Context: an optimization exercise on an open-source flow, tuned for small area, a short achievable clock period and few clock cycles. The choices shown serve that exercise and are no tape-out recipe. The RTL was checked by simulation tests, not by an equivalence proof against the original design. Power and IR drop assume default switching activity.

==> 12-03 <==
## codec_unit
module codec_unit (
    input  wire        clk,
    input  wire        rst,
    input  wire        reg_we,
    input  wire [3:0]  reg_addr,
    input  wire [31:0] reg_wdata,
    output wire        busy,
    output reg  [6:0]  status,
    output reg  [31:0] rcnt,
    output wire [31:0] rcons,
    output reg         mem_valid,
    output reg         mem_we,
    output wire [31:0] mem_addr,
    output reg  [7:0]  mem_wdata,
    input  wire        mem_ready,
    input  wire [7:0]  mem_rdata
);
make LEC_CHECK=0 CAP_MARGIN=20 CORE_MARGIN=2 CORE_UTILIZATION=40 SLEW_MARGIN=20 finish   # period 12.0 ns
run.sh (not shown) runs the stock make flow with config.mk's settings and CLKGATE_MAP_FILE= SYNTH_SCRIPT=/design/flow/synth_recipe.tcl, a recipe that flattens the netlist after the stock synthesis.
==> 12-06: changes against 12-03 <==
--- a/flow/design.v
+++ b/flow/design.v
@@ -158,19 +158,30 @@
         endcase
     end
     wire [35:0] xs  = {4'd0, xv} << sh;
     wire [35:0] bv  = b_sm ? {30'd0, bsm} : xs;
     wire [35:0] bop = inv ? ~bv : bv;
-    wire [35:0] y   = aop + bop + {35'd0, cin};
+    wire [36:0] ysum = {aop, 1'b1} + {bop, cin};
+    wire [35:0] y    = ysum[36:1];
     wire        yneg = y[35];
     wire        ylo0 = (y[31:0] == 32'd0);
     wire        ytop = (y[35:32] != 4'd0) && ((y[35:32] != 4'd1) || !ylo0);   
     wire        ypos = !y[35] && ((y[34:32] != 3'd0) || !ylo0);             
     wire        yslen = (y[35:32] == 4'd0) && (y[31:0] == slen_r);
     wire [2:0] ewb = (ew_r == 2'd0) ? 3'd1 : (ew_r == 2'd1) ? 3'd2 : 3'd4;
     wire [1:0] ewl = ew_r[1] ? 2'd3 : {1'b0, ew_r[0]};       
     wire rcnt_one = (rcnt == 32'd1);
+    reg [31:0] rcnt_dec;
+    always @(*) begin : rdec
+        reg bi;
+        integer i;
+        bi = 1'b1;
+        for (i = 0; i < 32; i = i + 1) begin
+            rcnt_dec[i] = rcnt[i] ^ bi;
+            bi = bi & !rcnt[i];
+        end
+    end
     wire xfer = mem_valid && mem_ready;
     function [7:0] lmask;
         input [5:0] n;
         begin
             lmask = (n >= 6'd8) ? 8'hFF : ~(8'hFF << n[2:0]);
@@ -394,10 +405,35 @@
             end
             default: ;    
         endcase
     end
     assign mem_addr = mem_we ? waddr : raddr;
+    function [31:0] step;
+        input [31:0] p;
+        input [3:0]  d;
+        reg   [3:0]  lo;
+        reg   [28:0] inc, dec;
+        reg          ci, bi;
+        integer      i;
+        begin
+            lo = {1'b0, p[2:0]} + {1'b0, d[2:0]};
+            ci = 1'b1;
+            bi = 1'b1;
+            for (i = 0; i < 29; i = i + 1) begin
+                inc[i] = p[i + 3] ^ ci;
+                dec[i] = p[i + 3] ^ bi;
+                ci = ci & p[i + 3];
+                bi = bi & !p[i + 3];
+            end
+            if (lo[3] == d[3])
+                step = {p[31:3], lo[2:0]};
+            else if (lo[3])
+                step = {inc, lo[2:0]};
+            else
+                step = {dec, lo[2:0]};
+        end
+    endfunction
     reg [3:0] rdl, wdl;      
     reg [2:0] ac_op;
     reg [1:0] rc_op;
     reg       fin;
     reg [6:0] fin_st;
@@ -801,22 +837,22 @@
             endcase
         end
         default: state <= S_IDLE;
         endcase
         if (!idle) begin
-            raddr <= raddr + {{28{rdl[3]}}, rdl};
-            waddr <= waddr + {{28{wdl[3]}}, wdl};
+            raddr <= step(raddr, rdl);
+            waddr <= step(waddr, wdl);
         end
         case (ac_op)
             AC_Y:    acc <= y[33:0];
             AC_HALF: acc <= y[34:1];
             AC_SHL2: acc <= {acc[31:0], 2'b00};
             AC_ZERO: acc <= 34'd0;
             default: ;
         endcase
         case (rc_op)
-            RC_DEC:  rcnt <= rcnt - 32'd1;
+            RC_DEC:  rcnt <= rcnt_dec;
             RC_Y:    rcnt <= y[31:0];
             RC_ZERO: rcnt <= 32'd0;
             default: ;
         endcase
         if (fin) begin
==> run summary <==
| metric | 12-03 | 12-06 |
|---|---|---|
| Outcome | complete, no violations | complete, no violations |
| Area share of the largest cell type after synthesis | 19.31% | 15.37% |
| Ratio of routed vias to standard cells | 6.044 | 6.066 |
| Critical Path RT | 12.49 ns | 12.37 ns |
| Combinational fraction of design power | 39.9% | 45.5% |
| Layout fillers | 7,881 | 7,859 |
| XOR/XNOR share of the synthesized area | 5.965% | 5.462% |
| Total combinational power | 2230 µW | 2840 µW |
| Global routing met2 resource utilization | 48.87% | 49.52% |
| Die area | 80,010 µm² | 81,060 µm² |
| Final instance area | 35,130 µm² | 35,340 µm² |
| Mean cell area of the mapped netlist | 7.692 µm² | 7.699 µm² |
| Max FO, Critical Path | 31 | 29 |
| Sequential group share of total power | 31.2% | 30.0% |
| Number of global-route vias before repair | 29,105 | 29,273 |
| Startpoint of the lowest-slack hold path | dcap_r[25]$_SDFFE_PP0P_ | dcap_r[27]$_SDFFE_PP0P_ |
| Total length of routed met3 wires | 7.512 mm | 7.279 mm |
| Post-Route Hold Slack | 0.4710 ns | 0.4814 ns |
| Chip Width | 282.9 µm | 284.7 µm |
| Overall power | 5597 µW | 6248 µW |
| Overall Global Routing Usage | 28.72% | 28.79% |
| Die height | 282.9 µm | 284.7 µm |
Testbench counts of 12-03, summed over its fixed seeds: cycles 222,808.
Testbench counts of 12-06, summed over its fixed seeds: cycles 222,808.

## static timing again, ports no longer ideal
Ports are ideal in the flow. The routed layouts listed here were re-timed in OpenROAD.
Step 1, drivers: a clkbuf_16 drives clk and a buf_2 each remaining input, both assumed.
Step 2 moves the port delays by t, midway between the first and last clock arrival at a register: inputs arrive t later, outputs are due t later. That takes back most of the time a late clock gives input paths.
Slacks: ideal / step 1 / step 2; pairs: ideal / step 1.
run | shift t [ns] | setup slack, ns | latest minus earliest clock arrival (ns) | cell pins on the clock port's net
12-03 | 0.681 | 1.327 / 1.327 / 1.327 | 0.031 / 0.031 | 1
12-06 | 0.687 | 1.163 / 1.163 / 1.163 | 0.068 / 0.068 | 1
After both steps every run listed still meets setup and hold.
